Background: an optimization exercise with open tools, aiming at small area, a short achievable clock period and few clock cycles. Do not read the settings as production practice.
The RTL was checked by simulation tests, not by an equivalence proof against the original design.
Power figures rest on the tool's default switching activity, not on a simulated workload.

### flow/design.v
module fmma (
    input  wire        clk,
    input  wire        rst,
    input  wire [4:0]  cfg_vc0,
    input  wire [1:0]  cfg_vc1,
    input  wire [1:0]  cfg_vc2,
    input  wire [19:0] cfg_clk0,
    input  wire [19:0] cfg_clk1,
    input  wire [19:0] cfg_clk2,
    input  wire [15:0] cfg_ref,
    input  wire        cmd_valid,
    output wire        cmd_ready,
    input  wire [15:0] cmd_dur,
    input  wire [5:0]  cmd_count,
    input  wire        peak_valid,
    output wire        peak_ready,
    input  wire [19:0] peak_freq,
    input  wire [15:0] peak_mag,
    output wire        ev_valid,
    input  wire        ev_ready,
    output wire        ev_wait,
    output wire [1:0]  ev_inst,
    output wire [8:0]  ev_addr,
    output wire [7:0]  ev_data,
    output wire [15:0] ev_count,
    output wire        err
);
    localparam NS = 24;
    localparam [2:0] S_IDLE  = 3'd0,
                     S_LOAD  = 3'd1,
                     S_DISC  = 3'd2,
                     S_MDR   = 3'd3;
    localparam OP_RLEVEL = 0, OP_KEYOFF = 1, OP_LEVEL = 2,
               OP_PITCHA = 3, OP_PITCHB = 4, OP_KEYON = 5;
    function is_opl3(input [4:0] v);
        is_opl3 = (v < 5'd18);
    endfunction
    function [1:0] v_inst(input [4:0] v);
        v_inst = (v < 5'd18) ? 2'd0 : (v < 5'd21) ? 2'd1 : 2'd2;
    endfunction
    function [3:0] v_chan(input [4:0] v);
        v_chan = (v < 5'd9)  ? v[3:0] :
                 (v < 5'd18) ? v[3:0] - 4'd9 :
                 (v < 5'd21) ? v[3:0] - 4'd2 :       
                               v[3:0] - 4'd5;        
    endfunction
    function [7:0] opl3_car(input [3:0] c);
        case (c)
            4'd0: opl3_car = 8'h03;
            4'd1: opl3_car = 8'h04;
            4'd2: opl3_car = 8'h05;
            4'd3: opl3_car = 8'h0B;
            4'd4: opl3_car = 8'h0C;
            4'd5: opl3_car = 8'h0D;
            4'd6: opl3_car = 8'h13;
            4'd7: opl3_car = 8'h14;
            default: opl3_car = 8'h15;
        endcase
    endfunction
    function [23:0] tl_thr(input [6:0] k);
        case (k)
      7'd1: tl_thr = 24'd16068298;
      7'd2: tl_thr = 24'd14739063;
      7'd3: tl_thr = 24'd13519788;
      7'd4: tl_thr = 24'd12401376;
      7'd5: tl_thr = 24'd11375484;
      7'd6: tl_thr = 24'd10434458;
      7'd7: tl_thr = 24'd9571277;
      7'd8: tl_thr = 24'd8779502;
      7'd9: tl_thr = 24'd8053226;
      7'd10: tl_thr = 24'd7387030;
      7'd11: tl_thr = 24'd6775945;
      7'd12: tl_thr = 24'd6215411;
      7'd13: tl_thr = 24'd5701247;
      7'd14: tl_thr = 24'd5229617;
      7'd15: tl_thr = 24'd4797001;
      7'd16: tl_thr = 24'd4400174;
      7'd17: tl_thr = 24'd4036174;
      7'd18: tl_thr = 24'd3702285;
      7'd19: tl_thr = 24'd3396017;
      7'd20: tl_thr = 24'd3115084;
      7'd21: tl_thr = 24'd2857392;
      7'd22: tl_thr = 24'd2621017;
      7'd23: tl_thr = 24'd2404196;
      7'd24: tl_thr = 24'd2205311;
      7'd25: tl_thr = 24'd2022878;
      7'd26: tl_thr = 24'd1855538;
      7'd27: tl_thr = 24'd1702040;
      7'd28: tl_thr = 24'd1561240;
      7'd29: tl_thr = 24'd1432088;
      7'd30: tl_thr = 24'd1313620;
      7'd31: tl_thr = 24'd1204952;
      7'd32: tl_thr = 24'd1105273;
      7'd33: tl_thr = 24'd1013841;
      7'd34: tl_thr = 24'd929972;
      7'd35: tl_thr = 24'd853040;
      7'd36: tl_thr = 24'd782473;
      7'd37: tl_thr = 24'd717744;
      7'd38: tl_thr = 24'd658369;
      7'd39: tl_thr = 24'd603906;
      7'd40: tl_thr = 24'd553949;
      7'd41: tl_thr = 24'd508124;
      7'd42: tl_thr = 24'd466090;
      7'd43: tl_thr = 24'd427533;
      7'd44: tl_thr = 24'd392165;
      7'd45: tl_thr = 24'd359724;
      7'd46: tl_thr = 24'd329966;
      7'd47: tl_thr = 24'd302670;
      7'd48: tl_thr = 24'd277632;
      7'd49: tl_thr = 24'd254665;
      7'd50: tl_thr = 24'd233598;
      7'd51: tl_thr = 24'd214274;
      7'd52: tl_thr = 24'd196548;
      7'd53: tl_thr = 24'd180289;
      7'd54: tl_thr = 24'd165375;
      7'd55: tl_thr = 24'd151694;
      7'd56: tl_thr = 24'd139145;
      7'd57: tl_thr = 24'd127635;
      7'd58: tl_thr = 24'd117076;
      7'd59: tl_thr = 24'd107391;
      7'd60: tl_thr = 24'd98507;
      7'd61: tl_thr = 24'd90358;
      7'd62: tl_thr = 24'd82883;
      7'd63: tl_thr = 24'd76027;
      7'd64: tl_thr = 24'd69738;
      7'd65: tl_thr = 24'd63969;
      7'd66: tl_thr = 24'd58677;
      7'd67: tl_thr = 24'd53823;
      7'd68: tl_thr = 24'd49370;
      7'd69: tl_thr = 24'd45286;
      7'd70: tl_thr = 24'd41540;
      7'd71: tl_thr = 24'd38103;
      7'd72: tl_thr = 24'd34951;
      7'd73: tl_thr = 24'd32060;
      7'd74: tl_thr = 24'd29408;
      7'd75: tl_thr = 24'd26975;
      7'd76: tl_thr = 24'd24743;
      7'd77: tl_thr = 24'd22697;
      7'd78: tl_thr = 24'd20819;
      7'd79: tl_thr = 24'd19097;
      7'd80: tl_thr = 24'd17517;
      7'd81: tl_thr = 24'd16068;
      7'd82: tl_thr = 24'd14739;
      7'd83: tl_thr = 24'd13519;
      7'd84: tl_thr = 24'd12401;
      7'd85: tl_thr = 24'd11375;
      7'd86: tl_thr = 24'd10434;
      7'd87: tl_thr = 24'd9571;
      7'd88: tl_thr = 24'd8779;
      7'd89: tl_thr = 24'd8053;
      7'd90: tl_thr = 24'd7387;
      7'd91: tl_thr = 24'd6775;
      7'd92: tl_thr = 24'd6215;
      7'd93: tl_thr = 24'd5701;
      7'd94: tl_thr = 24'd5229;
      7'd95: tl_thr = 24'd4797;
      7'd96: tl_thr = 24'd4400;
      7'd97: tl_thr = 24'd4036;
      7'd98: tl_thr = 24'd3702;
      7'd99: tl_thr = 24'd3396;
      7'd100: tl_thr = 24'd3115;
      7'd101: tl_thr = 24'd2857;
      7'd102: tl_thr = 24'd2621;
      7'd103: tl_thr = 24'd2404;
      7'd104: tl_thr = 24'd2205;
      7'd105: tl_thr = 24'd2022;
      7'd106: tl_thr = 24'd1855;
      7'd107: tl_thr = 24'd1702;
      7'd108: tl_thr = 24'd1561;
      7'd109: tl_thr = 24'd1432;
      7'd110: tl_thr = 24'd1313;
      7'd111: tl_thr = 24'd1204;
      7'd112: tl_thr = 24'd1105;
      7'd113: tl_thr = 24'd1013;
      7'd114: tl_thr = 24'd929;
      7'd115: tl_thr = 24'd853;
      7'd116: tl_thr = 24'd782;
      7'd117: tl_thr = 24'd717;
      7'd118: tl_thr = 24'd658;
      7'd119: tl_thr = 24'd603;
      7'd120: tl_thr = 24'd553;
      7'd121: tl_thr = 24'd508;
      7'd122: tl_thr = 24'd466;
      7'd123: tl_thr = 24'd427;
      7'd124: tl_thr = 24'd392;
      7'd125: tl_thr = 24'd359;
      7'd126: tl_thr = 24'd329;
      7'd127: tl_thr = 24'd302;
            default: tl_thr = 24'd16777215;
        endcase
    endfunction
    function [17:0] lv_step(input [16:0] r, input [15:0] d);
        reg [17:0] t;
        begin
            t = {r, 1'b0};
            if (!r[16]) t = t - {2'b00, d};
            else        t = t + {2'b00, d};
            lv_step = {t[16:0], !t[17]};
        end
    endfunction
    function [22:0] fn_step(input [21:0] p, input bi, input [20:0] d);
        reg [22:0] t;
        begin
            t = {p, bi};
            if (!p[21]) t = t - {2'b00, d};
            else        t = t + {2'b00, d};
            fn_step = {t[21:0], !t[22]};
        end
    endfunction
    function [4:0] first24(input [NS-1:0] m);
        integer q;
        begin
            first24 = 5'd0;
            for (q = NS - 1; q >= 0; q = q - 1)
                if (m[q]) first24 = q[4:0];
        end
    endfunction
    reg  [19:0] clk0, clk1, clk2;
    reg  [15:0] ref_mag;
    reg         err_r;
    reg  [NS-1:0] en;
    reg  [4:0]  nv;
    reg  [21:0] thr0;
    reg  [20:0] thr1, thr2;
    wire cfg_ok = (cfg_vc0 <= 5'd18) && (cfg_ref != 16'd0) &&
                  (cfg_clk0 != 20'd0) && (cfg_clk1 != 20'd0) && (cfg_clk2 != 20'd0);
    reg [NS-1:0] en_cfg;
    integer e;
    always @(*) begin
        for (e = 0; e < NS; e = e + 1) begin
            if (e < 18)      en_cfg[e] = (e < cfg_vc0);
            else if (e < 21) en_cfg[e] = (e - 18 < cfg_vc1);
            else             en_cfg[e] = (e - 21 < cfg_vc2);
        end
    end
    wire [31:0] lm0_cfg = ({12'd0, cfg_clk0} << 11) - {12'd0, cfg_clk0} - 32'd1;
    wire [31:0] lm1_cfg = ({12'd0, cfg_clk1} << 12) - {12'd0, cfg_clk1} - 32'd1;
    wire [31:0] lm2_cfg = ({12'd0, cfg_clk2} << 12) - {12'd0, cfg_clk2} - 32'd1;
    function [19:0] inst_clock(input [1:0] i);
        inst_clock = (i == 2'd0) ? clk0 : (i == 2'd1) ? clk1 : clk2;
    endfunction
    reg  [2:0]  state;
    reg  [15:0] dur_r;
    reg  [5:0]  left_r;
    reg  [5:0]  ld_idx;
    reg         pend_emit;        
    reg         pend_par;         
    reg         sp;               
    reg  [15:0] dur_b0, dur_b1;   
    reg  [NS-1:0] wp0, wp1;       
    reg  [NS-1:0] act;
    reg  [19:0] vf   [0:NS-1];    
    reg  [10:0] vtol [0:NS-1];    
    reg  [6:0]  vtl  [0:NS-1];    
    reg  [2:0]  vblk [0:NS-1];    
    reg  [10:0] vn   [0:NS-1];    
    reg  [5:0]  eops [0:NS-1];    
    reg  [4:0]  vkd  [0:17];      
    reg  [NS-1:0] claimed;
    reg  [NS-1:0] pend;           
    reg  [19:0] pk_f  [0:NS-1];
    reg  [6:0]  pk_tl [0:NS-1];   
    reg         e_busy;
    reg         e_par;
    reg  [4:0]  e_pos;
    reg         c9_v;
    reg  [4:0]  c9_s;
    reg  [1:0]  c9_t;
    reg         c9_par;
    wire        f_safe = e_busy ? ((e_par == c9_par) ? !pend_emit : (c9_s < e_pos))
                                : (!pend_emit || pend_par == c9_par);
    wire        stall  = c9_v && !f_safe;
    wire peak_rdy  = (state == S_DISC) || (state == S_LOAD && !stall);
    wire take_peak = peak_valid && peak_rdy;
    wire use_peak  = (state == S_LOAD) && (ld_idx < {1'b0, nv});
    reg         p0_v;
    reg  [19:0] p0_f;
    reg  [4:0]  p0_k;
    reg         m1_v;
    reg  [4:0]  m1_k;
    reg  [NS-1:0] m1_cand;
    reg  [10:0] m1_d [0:NS-1];
    reg  [5:0]  m1_le [0:5];      
    reg  [NS-1:0] cand_c;
    reg  [10:0] dist_c [0:NS-1];
    reg  [5:0]  le_c [0:5];
    reg  [20:0] df_c;
    reg  [10:0] ad_c;
    reg         rng_c;
    integer v, g;
    always @(*) begin
        for (v = 0; v < NS; v = v + 1) begin
            df_c = {1'b0, p0_f} - {1'b0, vf[v]};
            if (!df_c[20]) begin
                rng_c = (df_c[19:11] == 9'd0);
                ad_c  = df_c[10:0];
            end else begin
                rng_c = (df_c[19:11] == 9'h1FF) && (df_c[10:0] != 11'd0);
                ad_c  = ~df_c[10:0] + 11'd1;
            end
            dist_c[v] = ad_c;
            cand_c[v] = en[v] && act[v] && rng_c && (ad_c <= vtol[v]);
        end
        for (g = 0; g < 6; g = g + 1) begin
            le_c[g][0] = dist_c[4*g]   <= dist_c[4*g+1];
            le_c[g][1] = dist_c[4*g]   <= dist_c[4*g+2];
            le_c[g][2] = dist_c[4*g]   <= dist_c[4*g+3];
            le_c[g][3] = dist_c[4*g+1] <= dist_c[4*g+2];
            le_c[g][4] = dist_c[4*g+1] <= dist_c[4*g+3];
            le_c[g][5] = dist_c[4*g+2] <= dist_c[4*g+3];
        end
    end
    reg  [5:0]  gv;
    reg  [10:0] gd [0:5];
    reg  [4:0]  gi [0:5];
    reg  [3:0]  gw;
    reg  [3:0]  gval;
    integer h;
    always @(*) begin
        for (h = 0; h < 6; h = h + 1) begin
            gval[0] = m1_cand[4*h]   && !claimed[4*h];
            gval[1] = m1_cand[4*h+1] && !claimed[4*h+1];
            gval[2] = m1_cand[4*h+2] && !claimed[4*h+2];
            gval[3] = m1_cand[4*h+3] && !claimed[4*h+3];
            gw[0] = gval[0] && (!gval[1] ||  m1_le[h][0]) && (!gval[2] ||  m1_le[h][1]) && (!gval[3] ||  m1_le[h][2]);
            gw[1] = gval[1] && (!gval[0] || !m1_le[h][0]) && (!gval[2] ||  m1_le[h][3]) && (!gval[3] ||  m1_le[h][4]);
            gw[2] = gval[2] && (!gval[0] || !m1_le[h][1]) && (!gval[1] || !m1_le[h][3]) && (!gval[3] ||  m1_le[h][5]);
            gw[3] = gval[3] && (!gval[0] || !m1_le[h][2]) && (!gval[1] || !m1_le[h][4]) && (!gval[2] || !m1_le[h][5]);
            gv[h] = |gval;
            gd[h] = ({11{gw[0]}} & m1_d[4*h])   | ({11{gw[1]}} & m1_d[4*h+1]) |
                    ({11{gw[2]}} & m1_d[4*h+2]) | ({11{gw[3]}} & m1_d[4*h+3]);
            gi[h] = 4*h + (gw[1] ? 1 : gw[2] ? 2 : gw[3] ? 3 : 0);
        end
    end
    function take_left(input lv, input [10:0] ld, input rv, input [10:0] rd);
        take_left = lv && (!rv || ld <= rd);
    endfunction
    wire        ta  = take_left(gv[0], gd[0], gv[1], gd[1]);
    wire        tb  = take_left(gv[2], gd[2], gv[3], gd[3]);
    wire        tc  = take_left(gv[4], gd[4], gv[5], gd[5]);
    wire        av  = gv[0] | gv[1];
    wire [10:0] ad  = ta ? gd[0] : gd[1];
    wire [4:0]  ai  = ta ? gi[0] : gi[1];
    wire        bv  = gv[2] | gv[3];
    wire [10:0] bd  = tb ? gd[2] : gd[3];
    wire [4:0]  bi  = tb ? gi[2] : gi[3];
    wire        cv  = gv[4] | gv[5];
    wire [10:0] cd  = tc ? gd[4] : gd[5];
    wire [4:0]  ci  = tc ? gi[4] : gi[5];
    wire        tab = take_left(av, ad, bv, bd);
    wire        abv = av | bv;
    wire [10:0] abd = tab ? ad : bd;
    wire [4:0]  abi = tab ? ai : bi;
    wire        tfin = take_left(abv, abd, cv, cd);
    wire        mt_found = abv | cv;
    wire [4:0]  mt_s     = tfin ? abi : ci;
    wire [NS-1:0] idle_m   = en & ~act & ~claimed;
    wire [4:0]    idle_s   = first24(idle_m);
    wire          idle_any = |idle_m;
    wire [NS-1:0] uact     = en & act & ~claimed;
    wire [4:0]    steal_s  = first24(uact);
    wire [4:0]    steal_k  = first24(pend);
    wire          pend_any = |pend;
    reg         l0_v, l1_v, l2_v, l3_v, l4_v, l5_v, l6_v, l7_v, l8_v, s1_v;
    reg  [4:0]  l0_k, l1_k, l2_k, l3_k, l4_k, l5_k, l6_k, l7_k, l8_k, s1_k;
    reg  [1:0]  l0_c, l1_c, l2_c, l3_c, l4_c, l5_c, l6_c, l7_c, l8_c, s1_c;    
    reg  [16:0] l0_r, l1_r, l2_r, l3_r, l4_r, l5_r, l6_r, l7_r;
    reg  [23:0] l0_q, l1_q, l2_q, l3_q, l4_q, l5_q, l6_q, l7_q, l8_q, s1_q;
    reg  [6:0]  s1_t;
    wire [17:0] l0_s = lv_step({1'b0, peak_mag}, ref_mag);
    function [40:0] lv_steps3(input [16:0] r, input [23:0] q, input [15:0] d);
        reg [17:0] s;
        reg [16:0] rr;
        reg [23:0] qq;
        integer u;
        begin
            rr = r; qq = q;
            for (u = 0; u < 3; u = u + 1) begin
                s = lv_step(rr, d); rr = s[17:1]; qq = {qq[22:0], s[0]};
            end
            lv_steps3 = {rr, qq};
        end
    endfunction
    function [23:0] lv_last2(input [16:0] r, input [23:0] q, input [15:0] d);
        reg [17:0] s;
        reg [16:0] rr;
        reg [23:0] qq;
        integer u;
        begin
            rr = r; qq = q;
            for (u = 0; u < 2; u = u + 1) begin
                s = lv_step(rr, d); rr = s[17:1]; qq = {qq[22:0], s[0]};
            end
            lv_last2 = qq;
        end
    endfunction
    wire [40:0] l1_n = lv_steps3(l0_r, l0_q, ref_mag);
    wire [40:0] l2_n = lv_steps3(l1_r, l1_q, ref_mag);
    wire [40:0] l3_n = lv_steps3(l2_r, l2_q, ref_mag);
    wire [40:0] l4_n = lv_steps3(l3_r, l3_q, ref_mag);
    wire [40:0] l5_n = lv_steps3(l4_r, l4_q, ref_mag);
    wire [40:0] l6_n = lv_steps3(l5_r, l5_q, ref_mag);
    wire [40:0] l7_n = lv_steps3(l6_r, l6_q, ref_mag);
    wire [23:0] l8_n = lv_last2(l7_r, l7_q, ref_mag);
    function [6:0] tl_search(input [23:0] q, input [6:0] t0, input integer hi, input integer lo);
        reg [6:0] t, tt;
        integer u;
        begin
            t = t0;
            for (u = 6; u >= 0; u = u - 1) begin
                if (u <= hi && u >= lo) begin
                    tt = t | (7'd1 << u);
                    if (q <= tl_thr(tt)) t = tt;
                end
            end
            tl_search = t;
        end
    endfunction
    wire [6:0] s1_n = tl_search(l8_q, 7'd0, 6, 3);
    wire [6:0] s2_n = tl_search(s1_q, s1_t, 2, 0);
    wire [6:0] lv_out = s1_c[1] ? 7'd127 : s1_c[0] ? 7'd0 : s2_n;
    always @(posedge clk) begin
      if (rst) begin
        l0_v <= 1'b0; l1_v <= 1'b0; l2_v <= 1'b0; l3_v <= 1'b0; l4_v <= 1'b0;
        l5_v <= 1'b0; l6_v <= 1'b0; l7_v <= 1'b0; l8_v <= 1'b0; s1_v <= 1'b0;
      end else if (!stall) begin
        l0_v <= take_peak && use_peak;
        l0_k <= ld_idx[4:0];
        l0_c <= {peak_mag == 16'd0, peak_mag >= ref_mag};
        l0_r <= l0_s[17:1];
        l0_q <= {23'd0, l0_s[0]};
        l1_v <= l0_v; l1_k <= l0_k; l1_c <= l0_c; {l1_r, l1_q} <= l1_n;
        l2_v <= l1_v; l2_k <= l1_k; l2_c <= l1_c; {l2_r, l2_q} <= l2_n;
        l3_v <= l2_v; l3_k <= l2_k; l3_c <= l2_c; {l3_r, l3_q} <= l3_n;
        l4_v <= l3_v; l4_k <= l3_k; l4_c <= l3_c; {l4_r, l4_q} <= l4_n;
        l5_v <= l4_v; l5_k <= l4_k; l5_c <= l4_c; {l5_r, l5_q} <= l5_n;
        l6_v <= l5_v; l6_k <= l5_k; l6_c <= l5_c; {l6_r, l6_q} <= l6_n;
        l7_v <= l6_v; l7_k <= l6_k; l7_c <= l6_c; {l7_r, l7_q} <= l7_n;
        l8_v <= l7_v; l8_k <= l7_k; l8_c <= l7_c; l8_q <= l8_n;
        s1_v <= l8_v; s1_k <= l8_k; s1_c <= l8_c; s1_q <= l8_q; s1_t <= s1_n;
        if (s1_v)
            pk_tl[s1_k] <= lv_out;
      end
    end
    reg        c1_v, c2_v, c3_v, c4_v, c5_v, c6_v, c7_v, c8_v;
    reg [4:0]  c1_s, c2_s, c3_s, c4_s, c5_s, c6_s, c7_s, c8_s;
    reg [4:0]  c1_k, c2_k, c3_k, c4_k, c5_k, c6_k, c7_k, c8_k, c9_k;
    reg [1:0]  c1_t, c2_t, c3_t, c4_t, c5_t, c6_t, c7_t, c8_t;   
    reg        c1_par, c2_par, c3_par, c4_par, c5_par, c6_par, c7_par, c8_par;
    reg        c2_fit, c3_fit, c4_fit, c5_fit, c6_fit, c7_fit, c8_fit;
    reg [2:0]  c2_b, c3_b, c4_b, c5_b, c6_b, c7_b, c8_b, c9_b;
    reg [21:0] c2_p, c3_p, c4_p, c5_p, c6_p, c7_p;
    reg [10:0] c2_lo;
    reg [8:0]  c3_lo;
    reg [6:0]  c4_lo;
    reg [4:0]  c5_lo;
    reg [2:0]  c6_lo;
    reg        c7_lo;
    reg [10:0] c3_q, c4_q, c5_q, c6_q, c7_q, c8_q, c9_n;
    reg [6:0]  c9_tl0;
    reg [2:0]  c9_b0;
    reg [10:0] c9_n0;
    wire        c1_opl3 = is_opl3(c1_s);
    wire [1:0]  c1_i    = v_inst(c1_s);
    wire [19:0] c1_f    = pk_f[c1_k];
    wire [19:0] c1_clk  = inst_clock(c1_i);
    wire [21:0] c1_thr  = (c1_i == 2'd0) ? thr0 : (c1_i == 2'd1) ? {1'b0, thr1} : {1'b0, thr2};
    reg  [2:0]  c1_b;
    reg         c1_fit;
    integer bb;
    always @(*) begin
        c1_b = 3'd7; c1_fit = 1'b0;
        for (bb = 7; bb >= 0; bb = bb - 1) begin
            if ({2'b00, c1_f} <= (c1_thr >> (7 - bb))) begin
                c1_b = bb[2:0]; c1_fit = 1'b1;
            end
        end
    end
    reg         cb_v, cb_par, cb_fit;
    reg  [4:0]  cb_s, cb_k;
    reg  [1:0]  cb_t;
    reg  [2:0]  cb_b;
    reg  [19:0] cb_f;
    wire        cb_opl3 = is_opl3(cb_s);
    wire [19:0] cb_clk  = inst_clock(v_inst(cb_s));
    wire [4:0]  cb_sh  = (cb_opl3 ? 5'd17 : 5'd18) - {2'd0, cb_b};
    wire [31:0] cb_num = ({12'd0, cb_f} << cb_sh) + {12'd0, cb_clk};
    wire [2:0]  c1_bf  = c1_fit ? c1_b : 3'd7;
    wire [10:0] c1_tt  = c1_opl3 ? c1_clk[19:9] : {1'b0, c1_clk[19:10]};
    wire [10:0] c1_tol = c1_tt >> (3'd7 - c1_bf);
    function [23:0] fn_steps2(input [21:0] p, input [1:0] bits, input [20:0] d);
        reg [22:0] s;
        reg [21:0] pp;
        reg [1:0]  qq;
        begin
            s = fn_step(p, bits[1], d);  pp = s[22:1]; qq[1] = s[0];
            s = fn_step(pp, bits[0], d); pp = s[22:1]; qq[0] = s[0];
            fn_steps2 = {pp, qq};
        end
    endfunction
    wire [20:0] c2_d = {inst_clock(v_inst(c2_s)), 1'b0};
    wire [20:0] c3_d = {inst_clock(v_inst(c3_s)), 1'b0};
    wire [20:0] c4_d = {inst_clock(v_inst(c4_s)), 1'b0};
    wire [20:0] c5_d = {inst_clock(v_inst(c5_s)), 1'b0};
    wire [20:0] c6_d = {inst_clock(v_inst(c6_s)), 1'b0};
    wire [20:0] c7_d = {inst_clock(v_inst(c7_s)), 1'b0};
    wire [23:0] c3_n = fn_steps2(c2_p, c2_lo[10:9], c2_d);
    wire [23:0] c4_n = fn_steps2(c3_p, c3_lo[8:7], c3_d);
    wire [23:0] c5_n = fn_steps2(c4_p, c4_lo[6:5], c4_d);
    wire [23:0] c6_n = fn_steps2(c5_p, c5_lo[4:3], c5_d);
    wire [23:0] c7_n = fn_steps2(c6_p, c6_lo[2:1], c6_d);
    wire [22:0] c8_n = fn_step(c7_p, c7_lo, c7_d);
    wire        c8_opl3 = is_opl3(c8_s);
    wire [10:0] c8_nf   = c8_fit ? c8_q : (c8_opl3 ? 11'd1023 : 11'd2047);
    wire [2:0]  c8_bf   = c8_fit ? c8_b : 3'd7;
    wire        f_opl3 = is_opl3(c9_s);
    wire [6:0]  f_max  = f_opl3 ? 7'd63 : 7'd127;
    wire [6:0]  f_k    = pk_tl[c9_k];
    wire [6:0]  f_tl   = (f_opl3 && f_k > 7'd63) ? 7'd63 : f_k;
    wire        f_ct   = (c9_t == 2'd1);
    wire        f_st   = c9_t[1];
    wire        f_sl   = (c9_t == 2'd3);
    wire        f_lc   = (f_tl != c9_tl0);
    wire        f_pc   = (c9_b != c9_b0) || (c9_n != c9_n0);
    wire [5:0]  f_ops;
    assign f_ops[OP_RLEVEL] = f_sl && (c9_tl0 != f_max);
    assign f_ops[OP_KEYOFF] = f_sl;
    assign f_ops[OP_LEVEL]  = f_st || (f_ct && f_lc);
    assign f_ops[OP_PITCHA] = f_st || (f_ct && f_pc);
    assign f_ops[OP_PITCHB] = f_st || (f_ct && f_pc);
    assign f_ops[OP_KEYON]  = f_st && !f_opl3;
    reg  [NS-1:0] safe_m;
    integer sm;
    always @(*) begin
        for (sm = 0; sm < NS; sm = sm + 1)
            safe_m[sm] = e_busy ? ((e_par == sp) ? !pend_emit : (sm < e_pos))
                                : (!pend_emit || pend_par == sp);
    end
    reg         o_v, o_w;
    reg  [1:0]  o_inst;
    reg  [8:0]  o_addr;
    reg  [7:0]  o_data;
    reg  [15:0] o_cnt;
    reg  [15:0] e_dur;
    wire out_free = !o_v || ev_ready;
    reg  [NS-1:0] e_any;
    integer a;
    always @(*) begin
        for (a = 0; a < NS; a = a + 1)
            e_any[a] = ((eops[a] != 6'd0) || (e_par ? wp1[a] : wp0[a])) && (a >= e_pos);
    end
    wire        e_has  = |e_any;
    wire [4:0]  e_s    = first24(e_any);
    wire [5:0]  e_ops  = eops[e_s];
    wire        e_wt   = e_par ? wp1[e_s] : wp0[e_s];    
    wire [5:0]  e_op   = e_ops & (~e_ops + 6'd1);
    wire        e_last = ((e_ops & ~e_op) == 6'd0);
    wire        e_opl3 = is_opl3(e_s);
    wire [3:0]  e_c    = v_chan(e_s);
    wire [8:0]  e_bank = (e_s >= 5'd9 && e_s < 5'd18) ? 9'h100 : 9'h000;
    wire [6:0]  e_tl   = vtl[e_s];
    wire [10:0] e_n    = vn[e_s];
    wire [2:0]  e_b    = vblk[e_s];
    wire [4:0]  e_kd   = vkd[e_s];
    reg  [8:0]  ea;
    reg  [7:0]  ed;
    always @(*) begin
        if (e_opl3) begin
            if (e_op[OP_RLEVEL]) begin
                ea = e_bank + 9'h040 + {1'b0, opl3_car(e_c)}; ed = 8'd63;
            end else if (e_op[OP_KEYOFF]) begin
                ea = e_bank + 9'h0B0 + {5'd0, e_c}; ed = {3'b000, e_kd};
            end else if (e_op[OP_LEVEL]) begin
                ea = e_bank + 9'h040 + {1'b0, opl3_car(e_c)}; ed = {1'b0, e_tl};
            end else if (e_op[OP_PITCHA]) begin
                ea = e_bank + 9'h0A0 + {5'd0, e_c}; ed = e_n[7:0];
            end else begin
                ea = e_bank + 9'h0B0 + {5'd0, e_c}; ed = {3'b001, e_b, e_n[9:8]};
            end
        end else begin
            if (e_op[OP_RLEVEL]) begin
                ea = 9'h04C + {5'd0, e_c}; ed = 8'd127;
            end else if (e_op[OP_KEYOFF]) begin
                ea = 9'h028; ed = {4'h0, e_c};
            end else if (e_op[OP_LEVEL]) begin
                ea = 9'h04C + {5'd0, e_c}; ed = {1'b0, e_tl};
            end else if (e_op[OP_PITCHA]) begin
                ea = 9'h0A4 + {5'd0, e_c}; ed = {2'b00, e_b, e_n[10:8]};
            end else if (e_op[OP_PITCHB]) begin
                ea = 9'h0A0 + {5'd0, e_c}; ed = e_n[7:0];
            end else begin
                ea = 9'h028; ed = {4'hF, e_c};
            end
        end
    end
    assign cmd_ready  = (state == S_IDLE) && (!pend_emit || !e_busy);
    assign peak_ready = peak_rdy;
    assign ev_valid   = o_v;
    assign ev_wait    = o_w;
    assign ev_inst    = o_inst;
    assign ev_addr    = o_addr;
    assign ev_data    = o_data;
    assign ev_count   = o_cnt;
    assign err        = err_r;
    wire push_m = m1_v && !stall && (mt_found || idle_any);
    wire m_idle = (state == S_MDR) && !p0_v && !m1_v;    
    wire push_s = m_idle && !stall && pend_any;
    wire prev_done = sp ? (wp0 == {NS{1'b0}}) : (wp1 == {NS{1'b0}});
    wire push_t = m_idle && !pend_any && prev_done && !pend_emit && ((uact & ~safe_m) == {NS{1'b0}});
    wire acc_ok  = (state == S_IDLE) && cmd_valid && cmd_ready && !err_r && (cmd_dur != 16'd0);
    wire e_start = !e_busy && pend_emit;
    integer j;
    always @(posedge clk) begin
        if (rst) begin
            clk0    <= cfg_clk0;
            clk1    <= cfg_clk1;
            clk2    <= cfg_clk2;
            ref_mag <= cfg_ref;
            err_r   <= !cfg_ok;
            en      <= en_cfg;
            nv      <= cfg_vc0 + {3'd0, cfg_vc1} + {3'd0, cfg_vc2};
            thr0    <= lm0_cfg[31:10];
            thr1    <= lm1_cfg[31:11];
            thr2    <= lm2_cfg[31:11];
            state   <= S_IDLE;
            pend_emit <= 1'b0;
            sp      <= 1'b0;
            wp0     <= {NS{1'b0}};
            wp1     <= {NS{1'b0}};
            act     <= {NS{1'b0}};
            for (j = 0; j < NS; j = j + 1)
                eops[j] <= 6'd0;
            p0_v <= 1'b0;
            m1_v <= 1'b0;
            c1_v <= 1'b0; cb_v <= 1'b0; c2_v <= 1'b0; c3_v <= 1'b0; c4_v <= 1'b0; c5_v <= 1'b0;
            c6_v <= 1'b0; c7_v <= 1'b0; c8_v <= 1'b0; c9_v <= 1'b0;
            e_busy <= 1'b0;
            o_v    <= 1'b0;
            o_w    <= 1'b0;
        end else begin
            case (state)
            S_IDLE: if (cmd_valid && cmd_ready) begin
                dur_r   <= cmd_dur;
                left_r  <= cmd_count;
                ld_idx  <= 6'd0;
                claimed <= {NS{1'b0}};
                pend    <= {NS{1'b0}};
                if (acc_ok) begin
                    sp <= !sp;
                    if (sp) dur_b0 <= cmd_dur;
                    else    dur_b1 <= cmd_dur;
                end
                if (cmd_dur == 16'd0)
                    err_r <= 1'b1;
                if (err_r || cmd_dur == 16'd0)
                    state <= (cmd_count != 6'd0) ? S_DISC : S_IDLE;
                else
                    state <= (cmd_count != 6'd0) ? S_LOAD : S_MDR;
            end
            S_LOAD, S_DISC: if (take_peak) begin
                ld_idx <= ld_idx + 6'd1;
                left_r <= left_r - 6'd1;
                if (left_r == 6'd1)
                    state <= (state == S_DISC) ? S_IDLE : S_MDR;
            end
            S_MDR: if (m_idle && !pend_any && prev_done && !pend_emit) begin
                for (j = 0; j < NS; j = j + 1) begin
                    if (uact[j] && safe_m[j]) begin
                        act[j]  <= 1'b0;
                        eops[j] <= {4'b0000, 1'b1, vtl[j] != ((j < 18) ? 7'd63 : 7'd127)};
                        if (j < 18)
                            vkd[j] <= {vblk[j], vn[j][9:8]};
                    end
                end
                if (push_t) begin
                    pend_emit <= 1'b1;
                    pend_par  <= sp;
                    state     <= S_IDLE;
                end
            end
            default: state <= S_IDLE;
            endcase
            if (!stall) begin
                p0_v <= take_peak && use_peak;
                p0_f <= peak_freq;
                p0_k <= ld_idx[4:0];
                m1_v    <= p0_v;
                m1_k    <= p0_k;
                m1_cand <= cand_c;
                for (j = 0; j < NS; j = j + 1)
                    m1_d[j] <= dist_c[j];
                for (j = 0; j < 6; j = j + 1)
                    m1_le[j] <= le_c[j];
            end
            if (p0_v && !stall)
                pk_f[p0_k] <= p0_f;
            if (m1_v && !stall) begin
                if (mt_found) begin
                    claimed[mt_s] <= 1'b1;
                    if (sp) wp1[mt_s] <= 1'b1; else wp0[mt_s] <= 1'b1;
                end else if (idle_any) begin
                    claimed[idle_s] <= 1'b1;
                    if (sp) wp1[idle_s] <= 1'b1; else wp0[idle_s] <= 1'b1;
                end else begin
                    pend[m1_k] <= 1'b1;
                end
            end
            if (push_s) begin
                claimed[steal_s] <= 1'b1;
                pend[steal_k]    <= 1'b0;
                if (sp) wp1[steal_s] <= 1'b1; else wp0[steal_s] <= 1'b1;
            end
            if (!stall) begin
                c1_v <= push_m || push_s;
                c1_par <= sp;
                c1_s <= push_s ? steal_s : mt_found ? mt_s : idle_s;
                c1_k <= push_s ? steal_k : m1_k;
                c1_t <= push_s ? 2'd3 : mt_found ? 2'd1 : 2'd2;
                cb_v <= c1_v; cb_s <= c1_s; cb_k <= c1_k; cb_t <= c1_t; cb_par <= c1_par;
                cb_fit <= c1_fit; cb_b <= c1_b; cb_f <= c1_f;
                c2_v <= cb_v; c2_s <= cb_s; c2_k <= cb_k; c2_t <= cb_t; c2_par <= cb_par;
                c2_fit <= cb_fit; c2_b <= cb_b;
                c2_p <= {1'b0, cb_num[31:11]}; c2_lo <= cb_num[10:0];
                if (c1_v) begin
                    act[c1_s]  <= 1'b1;
                    vf[c1_s]   <= c1_f;
                    vtol[c1_s] <= c1_tol;
                end
                c3_v <= c2_v; c3_s <= c2_s; c3_k <= c2_k; c3_t <= c2_t; c3_par <= c2_par;
                c3_fit <= c2_fit; c3_b <= c2_b;
                c3_p <= c3_n[23:2]; c3_lo <= c2_lo[8:0]; c3_q <= {c3_n[1:0], 9'd0};
                c4_v <= c3_v; c4_s <= c3_s; c4_k <= c3_k; c4_t <= c3_t; c4_par <= c3_par;
                c4_fit <= c3_fit; c4_b <= c3_b;
                c4_p <= c4_n[23:2]; c4_lo <= c3_lo[6:0]; c4_q <= {c3_q[10:9], c4_n[1:0], 7'd0};
                c5_v <= c4_v; c5_s <= c4_s; c5_k <= c4_k; c5_t <= c4_t; c5_par <= c4_par;
                c5_fit <= c4_fit; c5_b <= c4_b;
                c5_p <= c5_n[23:2]; c5_lo <= c4_lo[4:0]; c5_q <= {c4_q[10:7], c5_n[1:0], 5'd0};
                c6_v <= c5_v; c6_s <= c5_s; c6_k <= c5_k; c6_t <= c5_t; c6_par <= c5_par;
                c6_fit <= c5_fit; c6_b <= c5_b;
                c6_p <= c6_n[23:2]; c6_lo <= c5_lo[2:0]; c6_q <= {c5_q[10:5], c6_n[1:0], 3'd0};
                c7_v <= c6_v; c7_s <= c6_s; c7_k <= c6_k; c7_t <= c6_t; c7_par <= c6_par;
                c7_fit <= c6_fit; c7_b <= c6_b;
                c7_p <= c7_n[23:2]; c7_lo <= c6_lo[0]; c7_q <= {c6_q[10:3], c7_n[1:0], 1'd0};
                c8_v <= c7_v; c8_s <= c7_s; c8_k <= c7_k; c8_t <= c7_t; c8_par <= c7_par;
                c8_fit <= c7_fit; c8_b <= c7_b;
                c8_q <= {c7_q[10:1], c8_n[0]};
                c9_v <= c8_v; c9_s <= c8_s; c9_k <= c8_k; c9_t <= c8_t; c9_par <= c8_par;
                c9_n <= c8_nf; c9_b <= c8_bf;
                c9_tl0 <= vtl[c8_s]; c9_b0 <= vblk[c8_s]; c9_n0 <= vn[c8_s];
                if (c9_v) begin
                    if (c9_par) wp1[c9_s] <= 1'b0;
                    else        wp0[c9_s] <= 1'b0;
                    vtl[c9_s]  <= f_tl;
                    vblk[c9_s] <= c9_b;
                    vn[c9_s]   <= c9_n;
                    eops[c9_s] <= f_ops;
                    if (c9_s < 5'd18)
                        vkd[c9_s] <= {c9_b0, c9_n0[9:8]};
                end
            end
            if (out_free) begin
                if (e_busy && e_has && e_wt) begin
                    o_v <= 1'b0;
                end else if (e_busy && e_has) begin
                    o_v    <= 1'b1;
                    o_w    <= 1'b0;
                    o_inst <= v_inst(e_s);
                    o_addr <= ea;
                    o_data <= ed;
                    eops[e_s] <= e_ops & ~e_op;
                    e_pos  <= e_last ? e_s + 5'd1 : e_s;
                end else if (e_busy) begin
                    o_v    <= 1'b1;
                    o_w    <= 1'b1;
                    o_cnt  <= e_dur;
                    e_busy <= 1'b0;
                end else begin
                    o_v <= 1'b0;
                end
            end
            if (e_start) begin
                e_busy    <= 1'b1;
                e_par     <= pend_par;
                e_pos     <= 5'd0;
                e_dur     <= pend_par ? dur_b1 : dur_b0;
                pend_emit <= 1'b0;
            end
        end
    end
endmodule
### flow/constraint.sdc
create_clock -name core_clock -period 14.0 [get_ports {clk}]
set_input_delay 2.8000 -clock core_clock [delete_from_list [all_inputs] [get_ports {clk}]]
set_output_delay 2.8000 -clock core_clock [all_outputs]
set_load 0.01 [all_outputs]
### flow/run.sh
#!/bin/bash
# synth_recipe.tcl (not shown) runs the flow's synth.tcl, then flattens the netlist and writes it again
# the make line also repeats each setting of config.mk as NAME=value (left out here)
make -C /OpenROAD-flow-scripts/flow DESIGN_CONFIG=/design/flow/config.mk WORK_HOME=/design/flow/orfs CLKGATE_MAP_FILE= SYNTH_SCRIPT=/design/flow/synth_recipe.tcl finish
### flow/config.mk
export PLATFORM = sky130hd
export DESIGN_NAME = fmma
export DESIGN_NICKNAME = fmma
export VERILOG_FILES = /design/flow/design.v
export SDC_FILE = /design/flow/constraint.sdc
export NUM_CORES = 4
export LEC_CHECK = 0
export ABC_CLOCK_PERIOD_IN_PS = 9000
export CAP_MARGIN = 20
export CORE_MARGIN = 2
export CORE_UTILIZATION = 40
export SETUP_SLACK_MARGIN = 4
export SLEW_MARGIN = 20
==> results of run 1 <==
## through the flow
step	worst slack, ns	area, µm²	std cells	hold WS [ns]
5_1_grt	3.906	285500	33000	0.4140
3_3_place_gp	2.735	269300	32090	0.4004
3_5_place_dp	2.629	269300	32090	0.4045
6_report	4.413	285500	33030	0.3970
4_1_cts	4.000	284000	32900	0.3987
2_1_floorplan	4.080	254800	23700	0.4003
## path summary, 6_finish.rpt
| path | depth (start not counted) | from | end | slack [ns] |
|---|---|---|---|---|
| setup / recovery | 40 | claimed[23] | claimed[23] | 4.41 |
| hold reg to reg | 0 | c4_q[8] | c5_q[8] | 0.40 |
| hold / removal | 0 | c4_q[8] | c5_q[8] | 0.40 |
| setup reg to reg | 40 | claimed[23] | claimed[23] | 4.41 |
## layer usage
metal | GRT usage, % | up-vias | part of all wire (%)
li1 | - | 89130 | -
met1 | 35.67 | 95710 | 42
met2 | 40.80 | 8982 | 44
met3 | 4.003 | 1777 | 9.0
met4 | 11.23 | 10 | 5.0
met5 | 0 | - | 0.0079
## flip-flops by register name, summed over array words and instances (netlist names), 36 cells and up, named ones only
| signal | count |
|---|---|
| eops | 144 |
| m1_d | 264 |
| m1_le | 36 |
| pk_f | 480 |
| pk_tl | 168 |
| vblk | 96 |
| vf | 480 |
| vkd | 120 |
| vn | 352 |
| vtl | 224 |
| vtol | 264 |
## cells by family after synthesis
kind of cell               Yosys count
muxes                             1150
DFF                               3863
and+or+nand+nor                   6714
other                                1
xor gates and xnor gates          1401
AOI/OAI and AO/OA                 5431
buffers and inverters             2518
adders and majority gates         2606
## power by group through the flow
stage | Combinational [mW] | Sequential, mW | Clock (mW)
4_1_cts | 43.8 | 16.8 | 11.8
2_1_floorplan | 32.1 | 16.7 | 0
5_1_grt | 49.0 | 16.9 | 12.2
3_5_place_dp | 43.3 | 17.1 | 0
6_report | 44.5 | 16.8 | 11.6
3_3_place_gp | 42.8 | 17.1 | 0
## worst reg2reg max path: cells and delay by family (launching register included)
| kind | cells | cell delay (ns) |
|---|---|---|
| DFF | 1 | 0.49 |
| adders and majority gates | 3 | 0.98 |
| buffers and inverters | 6 | 0.93 |
| and+or+nand+nor | 7 | 1.56 |
| AOI/OAI and AO/OA | 24 | 5.40 |
## what timing repair did
item / 4_1_cts / 5_1_grt
pin swaps: 8 / 49
setup buffers: 15 / 64
cloned: 1 / 3
gates resized for setup: 77 / 172
endpoints found under the setup margin: 100 / 126
## synthesized netlist by cell type, types with 264 or more instances
master and number:
sky130_fd_sc_hd__a21o_1 402, sky130_fd_sc_hd__xor2_1 387, sky130_fd_sc_hd__nand4_1 295, sky130_fd_sc_hd__xnor2_1 1011
sky130_fd_sc_hd__inv_1 1804, sky130_fd_sc_hd__mux4_2 452, sky130_fd_sc_hd__nand3_1 644, sky130_fd_sc_hd__nor2_1 1778
sky130_fd_sc_hd__o21ai_0 1209, sky130_fd_sc_hd__mux2i_1 543, sky130_fd_sc_hd__ha_1 2540, sky130_fd_sc_hd__clkbuf_1 467
sky130_fd_sc_hd__o21a_1 347, sky130_fd_sc_hd__a21oi_1 1606, sky130_fd_sc_hd__edfxtp_1 3754, sky130_fd_sc_hd__nand2b_1 343
sky130_fd_sc_hd__nor3_1 480, sky130_fd_sc_hd__nor2b_1 414, sky130_fd_sc_hd__o21bai_1 264, sky130_fd_sc_hd__nand2_1 1725
## layout make-up
class / count / area share [%]
multi-input combinational: 17320 / 46.28
inverter: 1820 / 2.407
clock inverter: 277 / 1.043
clock buffer: 510 / 3.943
tap: 8407 / 3.684
timing repair buffer: 770 / 2.336
sequential: 3863 / 40.25
antenna: 64 / 0.05609
==> notes.md, run 1 <==
----------------------------------------------------
[Placement]
  Global placer's final weighted congestion ... 0.9548
  I/O Buffers ... 187
  Placed wire-length estimate after detailed placement ... about 610000 µm

[Logic synthesis]
  Mapped Area ... around 250000 µm²
  Dominant combinational cell family by area after synthesis ... compound AO/OA/AOI/OAI gates
  Count of flip-flops with a built-in enable after synthesis ... ~3800
  Most frequently used flop master after synthesis ... sky130_fd_sc_hd__edfxtp_1
  Mux cell area share after synthesis ... 6.819%
  Sequential area share after synthesis ... about 45%
  Leading cell types by total area after synthesis ... sky130_fd_sc_hd__edfxtp_1 44%, sky130_fd_sc_hd__ha_1 12%, sky130_fd_sc_hd__mux4_2 4.0%
  Gate Count Post-Synth ... ~24000
  Synthesized-area fraction occupied by xor and xnor cells ... 4.830%
  Portion of synthesized cell area occupied by the leading cell type ... 44.26%
  Cell taking the most area after synthesis ... sky130_fd_sc_hd__edfxtp_1
  Synth cell types ... roughly 130
  Synthesis Warnings ... 7
  Area share of fa/ha/maj cells after synthesis ... around an eighth
  Average instance area after synthesis ... ~11 µm²
  Async set-or-reset flop fraction in the synthesized netlist ... 0%
  Simple logic cell fraction of the synthesized area ... 12.79%
  Number of storage elements in the synthesis netlist ... about 3900
  Compound-gate portion of the synthesized area ... 13.62%

[Drt]
  Antenna-violating nets left ... 0
  Total via count in the routed design ... roughly 200k
  WL per Instance ... between 20 and 30 µm
  Starting DRC count in detailed routing ... 23150
  Wire length after detailed routing ... ~870000 µm
  Drc violations ... 0
  Drt pass-1 iters ... 6
  Avg Vias per Cell ... ~5.9

[Timing]
  Setup repair after global routing missed its margin ... yes
  Slew at the pin with the worst max-slew slack ... 1.285 ns
  Final number of setup-violating endpoints ... 0
  Fin Clk Skew ... 0.1594 ns
  Final min period ... approximately 9.6 ns
  Final number of hold-violating endpoints ... 0
  Sum of negative setup slack ... 0 ns
  Fmax ... around 100 MHz
  Max-slew violation total from the final report ... 0
  Period utilization ... between 60% and 70%
  Normalized max-slew margin ... ~14%

[Clock tree]
  Clock transition time at the flip-flop clock pins of the worst setup and hold paths ... roughly 0.070 ns
  Number of levels in the clock H-tree ... 5
  CTS sink count ... between 3000 and 4000
  Hold-fix buffer count after cts ... 0
  Number of buffers created by CTS ... about 430
  CTS max path bufs ... 4
  Clk Latency, worst-skew pair ... between 1 and 1.5 ns
  CTS tree ... built
  Buffer cell driving the clock tree root ... sky130_fd_sc_hd__clkbuf_16

[Floorplan]
  X dimension of the die ... about 800 µm
  IO Count ... around 190
  Std-Cell Rows ... 293
  Die Footprint ... between 600000 and 700000 µm²
  Die H ... roughly 800 µm
  Starting utilization of the core area ... between 40% and 50%
  Floorplan Core Area ... ~640000 µm²

[Pwr]
  Power consumption ... around 73 mW
  Maximum VDD drop ... 0.6047 mV
  Power density of the placed cells ... ~260 nW/µm²
  Combinational share of power ... 61.0%
  Switching power ... ~32 mW
  Register share of total power ... roughly 23%
  Switch share ... a little over two fifths
  Clock share of power ... about 16%
  Internal power consumption ... ~41 mW
  Static leakage ... about 110 nW

[Setup path]
  Critical Setup Path Class ... flop to flop
  CP peak stage delay ... 1.12 ns
  Worst path buffer plus inverter count ... 6
  Cell seen most often among critical-path stages ... sky130_fd_sc_hd__o21a_1
  Cell type of the slowest stage on the worst timing path ... sky130_fd_sc_hd__o21ai_0
  Highest net fanout along the worst path ... 25
  Endpoint class of the critical path ... flop
  Worst Setup Start Kind ... flop
  Dominant delay contributor by cell family on the critical path ... compound AO/OA/AOI/OAI gates
  Arrival time at the worst endpoint ... around 10 ns
  Data required time of the worst path ... roughly 15 ns

[Finish]
  Layout cells sized above 1 ... 9.706%
  Post-Route Utilization ... between 40% and 50%
  Highest-count cells in the layout ignoring fill and taps ... 3754 x sky130_fd_sc_hd__edfxtp_1, 2527 x sky130_fd_sc_hd__ha_1, 1785 x sky130_fd_sc_hd__inv_1
  Multi-input logic area ... 132200 µm²
  Area grow syn2layout ... 12.12%
  NumNets Final ... roughly 27000
  Most common cell after layout, fill and taps aside ... sky130_fd_sc_hd__edfxtp_1
  Filler cell count in the final layout ... 58630
  Storage element area ... 114900 µm²

[Run]
  Maximum capacitance violations ... 0

[GRT]
  Remaining Overflow, GRT ... 0
  First-pass GRT wire length ... ~1300000 µm
  Initial antenna violation count ... 100
  Combined global-route utilization of all metal layers ... between 20% and 30%
  Vias in the first global route ... between 150k and 200k
  Pin count of the biggest net entering global routing ... approximately 160

[Outcome]
  Outcome ... timing/DRC/antenna clean

[Hold path]
  Worst hold path type ... flop to flop

----------------------------------------------------
Testbench counts, summed over its fixed seeds: cycles 21,898.
==> run 2, diff against run 1 <==
==> flow/config.mk (replaced) <==
export PLATFORM = sky130hd
export DESIGN_NAME = fmma
export DESIGN_NICKNAME = fmma
export VERILOG_FILES = /design/flow/design.v
export SDC_FILE = /design/flow/constraint.sdc
export NUM_CORES = 4
export LEC_CHECK = 0
export ABC_CLOCK_PERIOD_IN_PS = 7000
export CAP_MARGIN = 20
export CORE_MARGIN = 2
export CORE_UTILIZATION = 30
export PLACE_DENSITY = 0.45
export SETUP_SLACK_MARGIN = 5
export SLEW_MARGIN = 20
==> notes.md, run 2 <==
----------------------------------------------------
[Outcome]
  Outcome ... timing/DRC/antenna clean

[Logic synthesis]
  Cell taking the most area after synthesis ... sky130_fd_sc_hd__edfxtp_1
  Most repeated cell in the gate-level netlist after synthesis ... sky130_fd_sc_hd__edfxtp_1
  Portion of synthesized cell area occupied by the leading cell type ... between 40 and 50%
  Dominant combinational cell family by area after synthesis ... compound AO/OA/AOI/OAI gates
  Mapped Area ... 254700 µm²
  Average instance area after synthesis ... between 10 and 15 µm²
  Mux cell area share after synthesis ... roughly 6.8%
  Count of flip-flops with a built-in enable after synthesis ... ~3800
  Most frequently used flop master after synthesis ... sky130_fd_sc_hd__edfxtp_1
  Synthesized-area fraction occupied by xor and xnor cells ... under 10%
  Most numerous cell types in the synthesized netlist ... 3754 x sky130_fd_sc_hd__edfxtp_1, 2540 x sky130_fd_sc_hd__ha_1, 1804 x sky130_fd_sc_hd__inv_1
  Simple logic cell fraction of the synthesized area ... approximately an eighth
  Number of storage elements in the synthesis netlist ... around 3900
  Sequential area share after synthesis ... 45.12%
  Synthesis Warnings ... 7
  Area share of fa/ha/maj cells after synthesis ... around an eighth
  Synth cell types ... 133
  Gate Count Post-Synth ... ~24000
  Leading cell types by total area after synthesis ... sky130_fd_sc_hd__edfxtp_1 44%, sky130_fd_sc_hd__ha_1 12%, sky130_fd_sc_hd__mux4_2 4.0%
  Async set-or-reset flop fraction in the synthesized netlist ... 0%
  Compound-gate portion of the synthesized area ... 13.62%

[Setup path]
  Data required time of the worst path ... around 15 ns
  Worst Setup Start Kind ... flop
  Endpoint class of the critical path ... flop
  Arrival time at the worst endpoint ... between 10 and 15 ns
  Highest net fanout along the worst path ... 20
  Cell seen most often among critical-path stages ... sky130_fd_sc_hd__o21a_1
  Cell type of the slowest stage on the worst timing path ... sky130_fd_sc_hd__edfxtp_1
  CP peak stage delay ... around 0.54 ns
  Critical Setup Path Class ... flop to flop

[Placement]
  Cell area after placement ... roughly 270000 µm²
  Global placer's final weighted congestion ... 0.9129
  I/O Buffers ... 187
  Number of placed cells counting well taps ... 34940
  Placed wire-length estimate after detailed placement ... 677200 µm

[GRT]
  First-pass GRT wire length ... 1359000 µm
  Vias in the first global route ... 187100
  Initial antenna violation count ... 95
  Remaining Overflow, GRT ... 0
  Pin count of the biggest net entering global routing ... approximately 150
  Combined global-route utilization of all metal layers ... a little over a fifth

[Clock tree]
  Hold-fix buffer count after cts ... 0
  Clk Latency, worst-skew pair ... between 1 and 1.5 ns
  CTS tree ... built
  CTS sink count ... between 3000 and 4000
  Number of levels in the clock H-tree ... 5
  Number of buffers created by CTS ... about 460
  Clock transition time at the flip-flop clock pins of the worst setup and hold paths ... approximately 0.06 ns
  Buffer cell driving the clock tree root ... sky130_fd_sc_hd__clkbuf_16
  CTS max path bufs ... 4

[Timing]
  Max-slew violation total from the final report ... 0
  Normalized max-slew margin ... around 17%
  Final number of setup-violating endpoints ... 0
  Final min period ... 9.378 ns
  Fmax ... between 100 and 150 MHz
  Slew at the pin with the worst max-slew slack ... between 1 and 1.5 ns
  Fin Clk Skew ... approximately 0.16 ns
  Sum of negative setup slack ... 0 ns
  Final number of hold-violating endpoints ... 0
  Setup repair after global routing missed its margin ... yes
  Period utilization ... about 67%

[Finish]
  Area grow syn2layout ... 15.62%
  Biggest regs ... pk_f: 480 flops, vf: 480 flops, vn: 352 flops
  Post-Route Utilization ... 34.78%
  Most common cell after layout, fill and taps aside ... sky130_fd_sc_hd__edfxtp_1
  Final std cell area, no fill ... between 200000 and 300000 µm²
  Filler cell count in the final layout ... approximately 84000
  Highest-count cells in the layout ignoring fill and taps ... 3754 x sky130_fd_sc_hd__edfxtp_1, 2509 x sky130_fd_sc_hd__ha_1, 1776 x sky130_fd_sc_hd__inv_1
  Number of non-filler instances in the completed layout ... approximately 36000
  Layout cells sized above 1 ... between 10% and 20%
  NumNets Final ... about 27000

[Floorplan]
  Std-Cell Rows ... between 300 and 400
  Die H ... 925.4 µm
  IO Count ... between 150 and 200
  Floorplan Core Area ... around 850000 µm²
  Starting utilization of the core area ... 30.08%
  X dimension of the die ... between 900 and 1000 µm
  Die Footprint ... approximately 860000 µm²

[Drt]
  Drc violations ... 0
  Total via count in the routed design ... about 200k
  Wire length after detailed routing ... approximately 960000 µm
  Antenna-violating nets left ... 0
  Drt pass-1 iters ... 8
  Starting DRC count in detailed routing ... between 15000 and 20000
  Avg Vias per Cell ... ~5.4
  WL per Instance ... 26.55 µm

[Pwr]
  Power consumption ... 75.93 mW
  Power density of the placed cells ... roughly 260 nW/µm²
  Maximum VDD drop ... roughly 0.35 mV
  Static leakage ... ~110 nW

[Hold path]
  Worst hold path type ... flop to flop

[Run]
  Maximum capacitance violations ... 0

----------------------------------------------------
run 2: changes by cell type in the layout (fill, tap and decap cells not counted), moves of 27 or more:
cell	delta
sky130_fd_sc_hd__buf_4	+166
sky130_fd_sc_hd__o21ai_0	-72
sky130_fd_sc_hd__o21ai_1	+38
sky130_fd_sc_hd__clkbuf_16	+32
sky130_fd_sc_hd__a21boi_0	-31
sky130_fd_sc_hd__a21oi_1	-31
sky130_fd_sc_hd__o21ai_2	+31
sky130_fd_sc_hd__a21oi_2	+27
sky130_fd_sc_hd__buf_6	+27
run 2: logic make-up (layout without fill, tap and decap cells):
logic type,after synthesis,after routing
simple gates,6714,6714
compound gates,5431,5431
flops,3863,3863
fa+ha+maj,2606,2606
buf+inv,2518,3690
xor+xnor,1401,1401
mux,1150,1150
other cells,1,75
run 2: per-layer routing:
| metal | wire length [µm] | track usage [%] |
|---|---|---|
| met4 | 36080 | 7.018 |
| met2 | 436800 | 34.79 |
| met1 | 428300 | 29.71 |
| met3 | 58430 | 2.602 |
| met5 | 108 | 0 |
run 2: layout make-up:
class                      instances  area [µm²]  share of cell area (%)
clock buffer                     560       12070                   4.101
tap                            11220       14040                   4.768
clock inverter                   307        3410                   1.158
multi-input combinational      17320      133900                   45.49
antenna                           55       137.6                 0.04674
sequential                      3863      114900                   39.03
inverter                        1820        6919                   2.350
timing repair buffer            1003        8989                   3.053
run 2: what timing repair did:
item,in CTS,in global routing
setup endpoints to repair,266,316
pin swaps,108,191
resized for setup,346,360
buffers inserted,147,116
gates cloned,9,8
run 2: power by group:
group | total, mW | switching, mW | leakage, nW | internal, mW
logic | 46.6 | 27.4 | 70.5 | 19.2
registers | 16.8 | 0.731 | 35.8 | 16.1
clock network | 12.5 | 5.33 | 7.49 | 7.18
run 2: worst max-delay path: cells and delay by family (launching register included):
family,cells,cell delay [ns]
buf+inv,9,1.40
simple gates,11,1.40
flops,1,0.54
fa+ha+maj,4,1.07
mux,2,0.42
compound gates,25,4.39
run 2: worst paths after layout:
| kind | start | to | slack, ns | depth (start not counted) |
|---|---|---|---|---|
| setup / recovery | claimed[6] | wp0[18] | 4.62 | 51 |
| hold / removal | cb_t[1] | c2_t[1] | 0.36 | 0 |
| setup reg to reg | claimed[6] | wp0[18] | 4.62 | 51 |
| hold reg to reg | cb_t[1] | c2_t[1] | 0.36 | 0 |
run 2: through the flow:
stage | worst slack (ns) | hold WS (ns)
2_1_floorplan | 4.809 | 0.4003
3_3_place_gp | 2.166 | 0.4005
4_1_cts | 4.801 | 0.3639
3_5_place_dp | 2.499 | 0.4045
6_report | 4.622 | 0.3610
5_1_grt | 4.220 | 0.3704

## separate check: timing with driven ports
In the flow no input, the clock included, has a driving cell. The finished layouts below were timed again as built, in two steps. Step 1: set_driving_cell puts a clkbuf_16 on clk and a buf_2 on each other input, an assumption about the parent block. Step 2, shift: input delay + t, output delay - t, t = (earliest + latest rising clock arrival at the registers) / 2. This alone moves slack from input paths to output paths. Three values: ideal ports, drivers, drivers and shift; two values: the first two.
run | shift t [ns] | setup WS [ns] | cell pins on the clock port's net
run 1 | 1.180 | 4.413 / 4.413 / 4.413 | 1
run 2 | 1.232 | 4.622 / 4.622 / 4.622 | 1
After both steps setup and hold are still met in every run listed.
